Background: an optimization exercise with open tools, aiming at small area, a short achievable clock period and few clock cycles per item. Do not read the settings as production practice.
Only simulation tests tie the RTL to the original design; equivalence was not proved.
No activity file was given, so power comes from the tool's default toggle rates.

### flow/config.mk
export PLATFORM = sky130hd
export DESIGN_NAME = tdn2_acc
export DESIGN_NICKNAME = tdn2_acc
export VERILOG_FILES = /design/flow/design.v
export SDC_FILE = /design/flow/constraint.sdc
export NUM_CORES = 4
export LEC_CHECK = 0
export CAP_MARGIN = 20
export CORE_MARGIN = 2
export CORE_UTILIZATION = 40
export SLEW_MARGIN = 20
### flow/constraint.sdc
create_clock -name core_clock -period 12.0 [get_ports {clk}]
set_input_delay 2.4000 -clock core_clock [delete_from_list [all_inputs] [get_ports {clk}]]
set_output_delay 2.4000 -clock core_clock [all_outputs]
set_load 0.01 [all_outputs]
### flow/design.v
module tdn2_div (
    input  wire        clk,
    input  wire        rst,
    input  wire        start,
    input  wire [15:0] meas,
    input  wire [15:0] divisor,
    output reg         busy,
    output wire [31:0] quotient
);
    reg [31:0] q;       
    reg [16:0] rem;
    reg [4:0]  cnt;
    wire [17:0] trial = {rem, q[31]};
    wire        ge    = trial >= {2'b00, divisor};
    wire [17:0] diff  = trial - {2'b00, divisor};
    assign quotient = q;
    always @(posedge clk) begin
        if (rst) begin
            busy <= 1'b0;
            q    <= 32'd0;
            rem  <= 17'd0;
            cnt  <= 5'd0;
        end else if (start) begin
            busy <= 1'b1;
            q    <= {meas, 16'd0};
            rem  <= 17'd0;
            cnt  <= 5'd0;
        end else if (busy) begin
            rem  <= ge ? diff[16:0] : trial[16:0];
            q    <= {q[30:0], ge};
            cnt  <= cnt + 5'd1;
            if (cnt == 5'd31)
                busy <= 1'b0;
        end
    end
endmodule
module tdn2_acc (
    input  wire        clk,
    input  wire        rst,           
    input  wire        cmd_valid,
    output wire        cmd_ready,
    input  wire [23:0] cmd,
    input  wire        btn,           
    output reg         rsp_valid,
    output reg  [1:0]  rsp_status,
    output reg  [15:0] rsp_data,
    output reg         rly_auto,
    output reg         rly_dir,
    output reg         drv_pwr
);
    localparam [15:0] A_SLOW_Q15     = 16'd32752;
    localparam [15:0] A_FAST_Q15     = 16'd32608;
    localparam integer GUST_N        = 3;
    localparam integer K             = GUST_N - 1;
    localparam [15:0] GUST_WINDOW    = 16'd5;
    localparam [2:0]  WATER_ALM_TIME = 3'd4;
    localparam [15:0] FOUR_HOURS     = 16'd100;
    localparam [15:0] POT_DELTA      = 16'd1000;
    localparam [15:0] THR_BIAS       = 16'd1000;
    localparam [15:0] THR_STEP       = 16'd1000;
    localparam [15:0] THR_MARGIN     = 16'd5000;
    localparam [15:0] T_RELAY_SETTLE = 16'd2;
    localparam [15:0] T_TRAVEL_UP    = 16'd6;
    localparam [15:0] T_TRAVEL_DOWN  = 16'd4;
    localparam [15:0] T_POST_SETTLE  = 16'd2;
    localparam [15:0] WDG_ACK_RELOAD = 16'd12;
    localparam        DIR_UP_LEVEL   = 1'b1;
    localparam integer GW            = (K > 1) ? $clog2(K) : 1;
    localparam [3:0] OP_NOP = 4'h0, OP_SAMPLE = 4'h1, OP_RDFILT = 4'h2, OP_TICK1S = 4'h3,
                     OP_MOVE = 4'h4, OP_STEP = 4'h5, OP_WDGACK = 4'h6, OP_RDSTAT = 4'h7;
    localparam [1:0] ST_OK = 2'd0, ST_BUSY = 2'd1, ST_ILLEGAL = 2'd2;
    localparam [2:0] SQ_IDLE = 3'd0, SQ_SETTLE1 = 3'd1, SQ_TRAVEL = 3'd2,
                     SQ_SETTLE2 = 3'd3, SQ_WAITREL = 3'd4;
    localparam [1:0] CONT_NONE = 2'd0, CONT_RAISE = 2'd1, CONT_LOWER = 2'd2;
    localparam [1:0] RES_NONE = 2'd0, RES_COMPLETED = 2'd1, RES_INTERRUPTED = 2'd2;
    localparam [1:0] P_IDLE = 2'd0, P_DIV = 2'd1, P_TICK = 2'd2;
    reg [15:0] filt [0:3];
    reg [15:0] prev [0:1];
    reg [15:0] gt   [0:K-1];
    reg [GW-1:0] gnext;
    reg [15:0] threshold, setpoint, sp_d1, sp_d2, minimum_seen;
    reg        is_down, is_auto;
    reg [15:0] auto_down_timer;
    reg [2:0]  water_alarm_count;
    reg [3:0]  alarm_flags;
    reg [2:0]  seq;
    reg [15:0] seq_cnt;
    reg        seq_dir, seq_pressed;
    reg [1:0]  seq_cont, last_result;
    reg [15:0] wdg_ack;
    reg [1:0]  pstate;
    reg        t_wp, t_bp, t_btn;    
    assign cmd_ready = (pstate == P_IDLE);
    wire accept = cmd_valid && cmd_ready;
    wire [3:0] op  = cmd[23:20];
    wire [1:0] ch  = cmd[19:18];
    wire [15:0] raw = cmd[15:0];
    wire [4:0] idx = cmd[4:0];
    reg legal;
    always @(*) begin
        case (op)
            OP_NOP:    legal = (cmd[19:0] == 20'd0);
            OP_SAMPLE: legal = (cmd[17:16] == 2'd0);
            OP_RDFILT: legal = (cmd[17:0] == 18'd0);
            OP_TICK1S: legal = (cmd[19:2] == 18'd0);
            OP_MOVE:   legal = (cmd[19:1] == 19'd0);
            OP_STEP:   legal = (cmd[19:0] == 20'd0);
            OP_WDGACK: legal = (cmd[19:0] == 20'd0);
            OP_RDSTAT: legal = (cmd[19:5] == 15'd0);
            default:   legal = 1'b0;
        endcase
    end
    wire busy = (seq != SQ_IDLE);
    function [15:0] iir;
        input [15:0] y;
        input [15:0] x;
        input [15:0] a;
        reg   [31:0] acc;
        begin
            acc = y * a + x * (16'd32768 - a);
            iir = acc[30:15];
        end
    endfunction
    wire [15:0] s_prev = prev[ch[0]];
    wire [15:0] s_x    = (ch[1] == 1'b0) ? ((raw > s_prev) ? raw - s_prev : s_prev - raw) : raw;
    wire [15:0] s_a    = (ch[1] == 1'b0) ? A_SLOW_Q15 : A_FAST_Q15;
    wire [15:0] s_new  = iir(filt[ch], s_x, s_a);
    wire        div_start = accept && legal && (op == OP_TICK1S) && !busy;
    wire        div_busy;
    wire [31:0] div_q;
    tdn2_div u_div (
        .clk      (clk),
        .rst      (rst),
        .start    (div_start),
        .meas     (filt[1]),
        .divisor  (filt[0]),
        .busy     (div_busy),
        .quotient (div_q)
    );
    reg [4:0] n_active;
    integer   ia;
    always @(*) begin
        n_active = 5'd0;
        for (ia = 0; ia < K; ia = ia + 1)
            if (gt[ia] != 16'd0) n_active = n_active + 5'd1;
    end
    wire [15:0] status_word = {1'b0, drv_pwr, rly_dir, rly_auto, last_result, seq_cont,
                               seq_pressed, seq_dir, seq, busy, is_auto, is_down};
    wire [15:0] alarm_word  = {9'd0, water_alarm_count, alarm_flags};
    wire [3:0]  gnext4      = gnext;
    wire [15:0] gust_word   = {4'd0, gnext4, 3'd0, n_active};
    reg        rd_ok;
    reg [15:0] rd_val;
    always @(*) begin
        rd_ok  = 1'b1;
        rd_val = 16'd0;
        case (idx)
            5'd0:  rd_val = status_word;
            5'd1:  rd_val = alarm_word;
            5'd2:  rd_val = threshold;
            5'd3:  rd_val = setpoint;
            5'd4:  rd_val = sp_d1;
            5'd5:  rd_val = sp_d2;
            5'd6:  rd_val = minimum_seen;
            5'd7:  rd_val = auto_down_timer;
            5'd8:  rd_val = seq_cnt;
            5'd9:  rd_val = wdg_ack;
            5'd10: rd_val = gust_word;
            5'd11: rd_val = prev[0];
            5'd12: rd_val = prev[1];
            default: begin
                if (idx[4] && idx[3:0] < K)
                    rd_val = gt[idx[3:0]];
                else
                    rd_ok = 1'b0;
            end
        endcase
    end
    reg [31:0] wd;
    reg        water_pre, water_alarm, wind_alarm, alarm;
    reg [15:0] sp, thr;
    reg [15:0] n_threshold, n_setpoint, n_sp_d1, n_sp_d2, n_minimum_seen;
    reg        n_is_down, n_is_auto;
    reg [15:0] n_auto_down_timer;
    reg [2:0]  n_wac;
    reg [15:0] n_gt [0:K-1];
    reg [GW-1:0] n_gnext;
    reg [4:0]  n_cnt;
    reg        found;
    reg [31:0] slot;
    reg [1:0]  act;
    reg        refused;
    reg        start_mv, start_dir;
    reg [1:0]  start_cont;
    reg [1:0]  n_last_result;
    reg [15:0] sp_diff;
    reg [31:0] wd_bias;
    integer    i, j;
    always @(*) begin
        n_is_down         = is_down;
        n_is_auto         = is_auto;
        n_wac             = water_alarm_count;
        n_gnext           = gnext;
        n_auto_down_timer = auto_down_timer;
        n_last_result     = last_result;
        for (i = 0; i < K; i = i + 1) n_gt[i] = gt[i];
        wd_bias           = 32'd0;
        found             = 1'b0;
        slot              = 32'd0;
        if (t_bp) begin
            n_is_auto = 1'b0;
            n_is_down = 1'b1;
            n_wac     = 3'd0;
            for (i = 0; i < K; i = i + 1) n_gt[i] = 16'd0;
            n_gnext   = {GW{1'b0}};
        end
        wd        = (filt[0] == 16'd0) ? 32'd65535 : div_q;
        water_pre = (wd < {16'd0, threshold});
        sp        = filt[3];
        thr       = threshold;
        sp_diff   = (sp > sp_d2) ? sp - sp_d2 : sp_d2 - sp;
        if (sp_diff > POT_DELTA) thr = sp;
        n_setpoint     = sp;
        n_sp_d2        = sp_d1;
        n_sp_d1        = sp;
        n_minimum_seen = minimum_seen;
        if (n_is_down) begin
            if (t_bp) begin
                wd_bias = (wd > {16'd0, THR_BIAS}) ? wd - {16'd0, THR_BIAS} : 32'd0;
                thr     = (wd_bias < {16'd0, sp}) ? wd_bias[15:0] : sp;
            end else begin
                if (thr < sp) begin
                    if (wd >= {16'd0, sp} + {16'd0, THR_MARGIN})
                        thr = ({1'b0, thr} + {1'b0, THR_STEP} < {1'b0, sp}) ? thr + THR_STEP : sp;
                end else begin
                    thr = sp;
                end
                n_minimum_seen = 16'hFFFF;
            end
        end else if (n_is_auto) begin
            if (wd < {16'd0, minimum_seen}) n_minimum_seen = wd[15:0];
            thr = {1'b0, sp[15:1]} + {1'b0, n_minimum_seen[15:1]};
        end else begin
            thr = sp;
        end
        n_threshold = thr;
        if (water_pre)
            n_wac = (n_wac + 3'd1 < WATER_ALM_TIME) ? n_wac + 3'd1 : WATER_ALM_TIME;
        else
            n_wac = 3'd0;
        water_alarm = (n_wac >= WATER_ALM_TIME);
        for (i = 0; i < K; i = i + 1)
            if (n_gt[i] != 16'd0) n_gt[i] = n_gt[i] - 16'd1;
        n_cnt = 5'd0;
        for (i = 0; i < K; i = i + 1)
            if (n_gt[i] != 16'd0) n_cnt = n_cnt + 5'd1;
        wind_alarm = 1'b0;
        if (t_wp) begin
            if (n_cnt >= K) begin
                wind_alarm = 1'b1;
            end else begin
                found = 1'b0;
                for (j = 0; j < K; j = j + 1) begin
                    slot = (n_gnext + j) % K;
                    if (!found && n_gt[slot] == 16'd0) begin
                        found        = 1'b1;
                        n_gt[slot]   = GUST_WINDOW;
                        n_gnext      = (slot + 1) % K;
                    end
                end
            end
        end
        alarm      = water_alarm || wind_alarm;
        act        = 2'd0;
        refused    = 1'b0;
        start_mv   = 1'b0;
        start_dir  = 1'b0;
        start_cont = CONT_NONE;
        if (n_is_down && alarm) begin
            act        = 2'd1;
            start_mv   = 1'b1;
            start_dir  = 1'b1;
            start_cont = CONT_RAISE;
        end else if (!n_is_down && alarm) begin
            n_auto_down_timer = FOUR_HOURS;
        end else if (!n_is_down && n_is_auto) begin
            if (n_auto_down_timer != 16'd0) n_auto_down_timer = n_auto_down_timer - 16'd1;
            if (n_auto_down_timer == 16'd0) begin
                act        = 2'd2;
                start_mv   = 1'b1;
                start_dir  = 1'b0;
                start_cont = CONT_LOWER;
            end
        end
        if (start_mv && t_btn) begin
            refused       = 1'b1;
            n_last_result = RES_INTERRUPTED;
            n_is_auto     = 1'b0;
            n_is_down     = 1'b1;
            n_wac         = 3'd0;
            for (i = 0; i < K; i = i + 1) n_gt[i] = 16'd0;
            n_gnext       = {GW{1'b0}};
        end
    end
    reg [15:0] st_cnt_dec;
    always @(*) st_cnt_dec = seq_cnt - 16'd1;
    integer r;
    task reset_state;
        begin
            for (r = 0; r < 4; r = r + 1) filt[r] <= 16'd0;
            prev[0]           <= 16'd0;
            prev[1]           <= 16'd0;
            for (r = 0; r < K; r = r + 1) gt[r] <= 16'd0;
            gnext             <= {GW{1'b0}};
            threshold         <= 16'd0;
            setpoint          <= 16'd0;
            sp_d1             <= 16'd0;
            sp_d2             <= 16'd0;
            minimum_seen      <= 16'hFFFF;
            is_down           <= 1'b1;
            is_auto           <= 1'b1;
            auto_down_timer   <= 16'd0;
            water_alarm_count <= 3'd0;
            alarm_flags       <= 4'd0;
            seq               <= SQ_IDLE;
            seq_cnt           <= 16'd0;
            seq_dir           <= 1'b0;
            seq_pressed       <= 1'b0;
            seq_cont          <= CONT_NONE;
            last_result       <= RES_NONE;
            rly_auto          <= 1'b0;
            rly_dir           <= 1'b0;
            drv_pwr           <= 1'b0;
            wdg_ack           <= WDG_ACK_RELOAD;
        end
    endtask
    task start_sequence;
        input       dir;
        input [1:0] cont;
        begin
            rly_auto    <= 1'b1;
            rly_dir     <= dir ? DIR_UP_LEVEL : ~DIR_UP_LEVEL;
            seq         <= SQ_SETTLE1;
            seq_cnt     <= T_RELAY_SETTLE;
            seq_dir     <= dir;
            seq_pressed <= 1'b0;
            seq_cont    <= cont;
            last_result <= RES_NONE;
        end
    endtask
    task finish_sequence;
        input [1:0] res;
        begin
            rly_auto    <= 1'b0;
            rly_dir     <= 1'b0;
            drv_pwr     <= 1'b0;
            last_result <= res;
            seq         <= SQ_IDLE;
            seq_cnt     <= 16'd0;
            seq_dir     <= 1'b0;
            seq_pressed <= 1'b0;
            seq_cont    <= CONT_NONE;
            if (seq_cont != CONT_NONE) begin
                if (res == RES_COMPLETED) begin
                    if (seq_cont == CONT_RAISE) begin
                        is_down         <= 1'b0;
                        auto_down_timer <= FOUR_HOURS;
                    end else begin
                        is_down <= 1'b1;
                    end
                end else begin
                    is_auto <= 1'b0;
                    is_down <= 1'b1;
                end
                water_alarm_count <= 3'd0;
                for (r = 0; r < K; r = r + 1) gt[r] <= 16'd0;
                gnext <= {GW{1'b0}};
            end
        end
    endtask
    task respond;
        input [1:0]  st;
        input [15:0] d;
        begin
            rsp_valid  <= 1'b1;
            rsp_status <= st;
            rsp_data   <= d;
        end
    endtask
    always @(posedge clk) begin
        if (rst) begin
            reset_state;
            pstate     <= P_IDLE;
            t_wp       <= 1'b0;
            t_bp       <= 1'b0;
            t_btn      <= 1'b0;
            rsp_valid  <= 1'b0;
            rsp_status <= ST_OK;
            rsp_data   <= 16'd0;
        end else begin
            rsp_valid <= 1'b0;
            case (pstate)
            P_IDLE: if (accept) begin
                if (!legal) begin
                    respond(ST_ILLEGAL, 16'd0);
                end else begin
                    case (op)
                    OP_NOP: respond(ST_OK, 16'd0);
                    OP_SAMPLE: begin
                        filt[ch] <= s_new;
                        if (ch[1] == 1'b0) prev[ch[0]] <= raw;
                        respond(ST_OK, s_new);
                    end
                    OP_RDFILT: respond(ST_OK, filt[ch]);
                    OP_TICK1S: begin
                        if (busy) begin
                            respond(ST_BUSY, 16'd0);
                        end else begin
                            t_wp   <= cmd[0];
                            t_bp   <= cmd[1];
                            t_btn  <= btn;
                            pstate <= P_DIV;
                        end
                    end
                    OP_MOVE: begin
                        if (busy) begin
                            respond(ST_BUSY, 16'd0);
                        end else begin
                            wdg_ack <= WDG_ACK_RELOAD;
                            if (btn) begin
                                last_result <= RES_INTERRUPTED;
                                respond(ST_OK, {14'd0, RES_INTERRUPTED});
                            end else begin
                                start_sequence(cmd[0], CONT_NONE);
                                respond(ST_OK, 16'd0);
                            end
                        end
                    end
                    OP_STEP: begin
                        if (!busy) begin
                            if (wdg_ack == 16'd0) begin
                                reset_state;
                                respond(ST_OK, 16'h0008);
                            end else begin
                                wdg_ack <= wdg_ack - 16'd1;
                                respond(ST_OK, 16'd0);
                            end
                        end else begin
                            wdg_ack <= WDG_ACK_RELOAD;
                            case (seq)
                            SQ_SETTLE1: begin
                                seq_cnt <= st_cnt_dec;
                                if (st_cnt_dec == 16'd0) begin
                                    drv_pwr <= 1'b1;
                                    seq     <= SQ_TRAVEL;
                                    seq_cnt <= seq_dir ? T_TRAVEL_UP : T_TRAVEL_DOWN;
                                end
                                respond(ST_OK, 16'd0);
                            end
                            SQ_TRAVEL: begin
                                if (btn) begin
                                    seq_pressed <= 1'b1;
                                    drv_pwr     <= 1'b0;
                                    seq         <= SQ_SETTLE2;
                                    seq_cnt     <= T_POST_SETTLE;
                                end else begin
                                    seq_cnt <= st_cnt_dec;
                                    if (st_cnt_dec == 16'd0) begin
                                        drv_pwr <= 1'b0;
                                        seq     <= SQ_SETTLE2;
                                        seq_cnt <= T_POST_SETTLE;
                                    end
                                end
                                respond(ST_OK, 16'd0);
                            end
                            SQ_SETTLE2: begin
                                seq_cnt <= st_cnt_dec;
                                if (st_cnt_dec == 16'd0) begin
                                    if (!seq_pressed) begin
                                        finish_sequence(RES_COMPLETED);
                                        respond(ST_OK, 16'h0005);
                                    end else if (!btn) begin
                                        finish_sequence(RES_INTERRUPTED);
                                        respond(ST_OK, 16'h0006);
                                    end else begin
                                        seq <= SQ_WAITREL;
                                        respond(ST_OK, 16'd0);
                                    end
                                end else begin
                                    respond(ST_OK, 16'd0);
                                end
                            end
                            default: begin  
                                if (!btn) begin
                                    finish_sequence(RES_INTERRUPTED);
                                    respond(ST_OK, 16'h0006);
                                end else begin
                                    respond(ST_OK, 16'd0);
                                end
                            end
                            endcase
                        end
                    end
                    OP_WDGACK: begin
                        wdg_ack <= WDG_ACK_RELOAD;
                        respond(ST_OK, 16'd0);
                    end
                    default: begin  
                        if (rd_ok) respond(ST_OK, rd_val);
                        else       respond(ST_ILLEGAL, 16'd0);
                    end
                    endcase
                end
            end
            P_DIV: if (!div_busy) pstate <= P_TICK;
            default: begin  
                pstate            <= P_IDLE;
                wdg_ack           <= WDG_ACK_RELOAD;
                is_down           <= n_is_down;
                is_auto           <= n_is_auto;
                water_alarm_count <= n_wac;
                for (r = 0; r < K; r = r + 1) gt[r] <= n_gt[r];
                gnext             <= n_gnext;
                threshold         <= n_threshold;
                setpoint          <= n_setpoint;
                sp_d1             <= n_sp_d1;
                sp_d2             <= n_sp_d2;
                minimum_seen      <= n_minimum_seen;
                auto_down_timer   <= n_auto_down_timer;
                alarm_flags       <= {t_wp, water_pre, wind_alarm, water_alarm};
                last_result       <= n_last_result;
                if (start_mv && !refused)
                    start_sequence(start_dir, start_cont);
                respond(ST_OK, {9'd0, refused, act, t_wp, water_pre, wind_alarm, water_alarm});
            end
            endcase
        end
    end
endmodule
### flow/run.sh
#!/bin/bash
# synth_recipe.tcl (not shown) runs the flow's synth.tcl, then flattens the netlist and writes it again
# the make line also repeats each setting of config.mk as NAME=value (left out here)
make -C /OpenROAD-flow-scripts/flow DESIGN_CONFIG=/design/flow/config.mk WORK_HOME=/design/flow/orfs CLKGATE_MAP_FILE= SYNTH_SCRIPT=/design/flow/synth_recipe.tcl finish
==> flow_metrics.env <==
export IMPL_grt_ovfl_total=0
export IMPL_fin_crit_ns=11.24
export IMPL_final_setup_skew_ns=0.03614
export IMPL_ant_nets=0
export IMPL_ys_top_cells_by_area="dfxtp_1 (14%), ha_1 (14%), fa_1 (9.4%), edfxtp_1 (8.5%), nor2_1 (5.0%)"
export IMPL_tns_ns=0
export IMPL_crit_path_frequent_cell="ha_1"
export IMPL_insertedDiodeCount=0
export IMPL_yosysWarningCount=6
export IMPL_synth_edf_count=96
export IMPL_status="timing/DRC/antenna clean"
export IMPL_post_cts_buffers=0
export IMPL_min_from="rsp_status[1]"
export IMPL_clock_root_buffer="clkbuf_16"
export IMPL_die_w_microns=295.6
export IMPL_syn_area_sq_um=34010
export IMPL_hold_viol_final=0
export IMPL_drt_wl_total_mm=122.9
export IMPL_hold_end="rsp_status[1]"
export IMPL_drive_gt1_frac=0.05979
export IMPL_ys_seq_area_frac=0.2290
export IMPL_synth_top_area_share=0.1442
export IMPL_worstSetupEndpointType="register"
export IMPL_ir_drop_v=0.0007173
export IMPL_slew_headroom=0.1617
export IMPL_area_growth_pct=8.959
export IMPL_grt_pass1_wl_mm=187.5
export IMPL_post_cts_resized=0
export IMPL_syn_area_per_cell_sq_um=8.413
export IMPL_dieArea_sq_um=87360
export IMPL_synth_cell_types=96
export IMPL_hold_buffers=0
export IMPL_power_density_nw_per_um2=240.0
export IMPL_dp_cells=5089
export IMPL_grt_start_max_net_pins=76
export IMPL_fin_nets=4577
export IMPL_setup_violations_final=0
export IMPL_mostFrequentLayoutCells="nor2_1 (452), ha_1 (390), inv_1 (380)"
export IMPL_synth_top_flop_cell="dfxtp_1"
export IMPL_io_pins=51
export IMPL_r2r_start="prev[1][2]"
export IMPL_max_freq_mhz=89.01
export IMPL_rr_worst_depth=34
export IMPL_htreeDepth=2
export IMPL_finalCritPeriodShare=0.9363
export IMPL_drc_errors=0
export IMPL_instances_no_fill=5165
export IMPL_worst_slack_ns=0.7648
export IMPL_start_util=0.4050
export IMPL_rsz0062_at_grt="no"
export IMPL_crit_path_start_kind="primary input"
export IMPL_holdCritPathClass="reg -> reg"
export IMPL_dp_slack_ns=0.1041
export IMPL_drt_initial_drc_count=3597
export IMPL_crit_path_top_delay_cell="fa_1"
export IMPL_port_buffers=50
export IMPL_clk_path_buf_depth=3
export IMPL_insertion_delay_ns=0.60
export IMPL_grt_pass1_vias=29590
export IMPL_final_common_cell="nor2_1"
export IMPL_fin_worst_hold_slack_ns=0.4557
export IMPL_dr_pass1_iters=8
export IMPL_finalMaxSlewViolations=0
export IMPL_cp_required_ns=12.46
export IMPL_slowest_delay_ns=0.52
export IMPL_num_vias=31070
export IMPL_worstMarginPinSlew_ns=1.241
export IMPL_cp_max_fo=13
export IMPL_synth_top_cell_by_area="dfxtp_1"
export IMPL_die_y_microns=295.6
export IMPL_critPathArrivalTime_ns=11.70
export IMPL_place_gp_congestion=1.030
export IMPL_r2r_slack_ns=2.61
export IMPL_rows=106
export IMPL_viasPerCell=6.015
export IMPL_dp_hpwl_mm=97.22
export IMPL_whs_path_depth=2
export IMPL_cts_buffers=41
export IMPL_finish_utilization=0.4413
export IMPL_antenna_found_initial=2
export IMPL_wl_per_cell_microns=23.80
export IMPL_clock_sinks=341
export IMPL_path_clk_slew_ns=0.06
export IMPL_coreArea_sq_um=83950
export IMPL_synthArstFlopShare=0
export IMPL_cts_tree="done"
export IMPL_p_leak_nw=16.18
export IMPL_reg2reg_to="rsp_data[15]"
export IMPL_crit_type="in -> reg"
export IMPL_netlist_instances=4042
export IMPL_synth_seq_cells=341
export IMPL_grt_usage=0.2803
export IMPL_maxCapViolCount=0
## through the flow
step / power [W] / cell area, sq um
2_1_floorplan: 0.005303 / 34030
3_3_place_gp: 0.007574 / 35730
3_5_place_dp: 0.007616 / 35740
4_1_cts: 0.008904 / 37030
5_1_grt: 0.009656 / 37050
6_report: 0.008892 / 37050
## registers in the layout, indices dropped and copies added, names as in the netlist, 17 cells and up
signal     cells
prev          32
u_div.q       32
filt          64
gt            32
u_div.rem     17
## cells by family after synthesis
family,count (synthesis),synth area share
XOR/XNOR,137,0.03529
buffers and inverters,601,0.06726
AND/OR/NAND/NOR,1183,0.1684
multiplexers,163,0.05383
AO/OA/AOI/OAI,1065,0.2083
flip-flops,341,0.2290
adder cells (fa/ha/maj),550,0.2377
other,2,0.0002208
## critical path, delay by kind of cell
| family | cells | cell delay, ns |
|---|---|---|
| AO/OA/AOI/OAI | 15 | 3.39 |
| adder cells (fa/ha/maj) | 8 | 3.20 |
| multiplexers | 3 | 0.99 |
| buffers and inverters | 3 | 0.66 |
| AND/OR/NAND/NOR | 5 | 0.59 |
| XOR/XNOR | 1 | 0.43 |
## synth_stat cells, drive strengths merged (29+ instances only)
| library cell | instances |
|---|---|
| nor3 | 94 |
| clkbuf | 181 |
| dfxtp | 245 |
| nand2 | 203 |
| mux2i | 139 |
| a211oi | 46 |
| a21oi | 264 |
| nand4 | 50 |
| a22o | 29 |
| xnor2 | 92 |
| nor2b | 45 |
| nor4 | 42 |
| buf | 39 |
| edfxtp | 96 |
| a31oi | 49 |
| inv | 380 |
| a21o | 87 |
| nand2b | 46 |
| xor2 | 45 |
| ha | 390 |
| a22oi | 75 |
| nor2 | 454 |
| nand3 | 75 |
| o21ai | 224 |
| fa | 160 |
| and2 | 36 |
| a221oi | 35 |
## report_power, final
part / total, W / switching [W] / internal, W
logic: 0.00644 / 0.00403 / 0.00241
registers: 0.00121 / 0.0000173 / 0.00120
clock network: 0.00124 / 0.000543 / 0.000695
## per-layer routing
layer  vias up  track usage  wire, microns
met4         2      0.09756           4844
met1     15050       0.3976          54380
met5         -            0             11
li1      14410            -              -
met2      1374       0.4320          53450
met3       237      0.04263          10230
## how the worst max path moves through the flow
| stage | cells past startpoint | to | start |
|---|---|---|---|
| after floorplan | 43 | rsp_data[14] | cmd[18] |
| after global placement | 38 | rsp_data[15] | cmd[18] |
| after detailed placement | 35 | rsp_data[15] | cmd[18] |
| after CTS | 35 | rsp_data[15] | cmd[18] |
| after global routing | 38 | rsp_data[15] | cmd[18] |
| final | 35 | rsp_data[15] | cmd[18] |
## area by class of cell
type	count	area, sq um
Clock buffer	62	1159
Tap cell	1134	1419
Multi-Input combinational cell	3106	24050
Sequential cell	341	7794
Fill cell	8350	46900
Timing Repair Buffer	128	1069
Inverter	381	1430
Clock inverter	13	128.9
Testbench counts, summed over its fixed seeds: cycles 898,506, ops 776,106.

==> re-timing with driven ports <==
In the flow no input, the clock included, has a driving cell. The finished layout below was timed again as built, in two steps. Step 1: set_driving_cell puts a clkbuf_16 on clk and a buf_2 on each other input, an assumption about the parent block. Step 2 adds t to the input delays and takes it off the output delays; t is the mean of the earliest and latest rising clock arrival at the registers after step 1. Input paths then give back, and output paths get back, about the clock's delay inside the block. Slacks: ideal ports / drivers / drivers and shift; pairs: ideal ports / drivers.
shift t [ns]: 0.645
slack for setup (ns): 0.765 / 0.766 / 0.121
latest minus earliest clock arrival (ns): 0.037 / 0.037
worst data-port slew with drivers (ns): 0.11
After both steps setup and hold are still met in this run. The setup slack of this run moves by +0.001 ns with the drivers and by -0.644 ns with both steps.
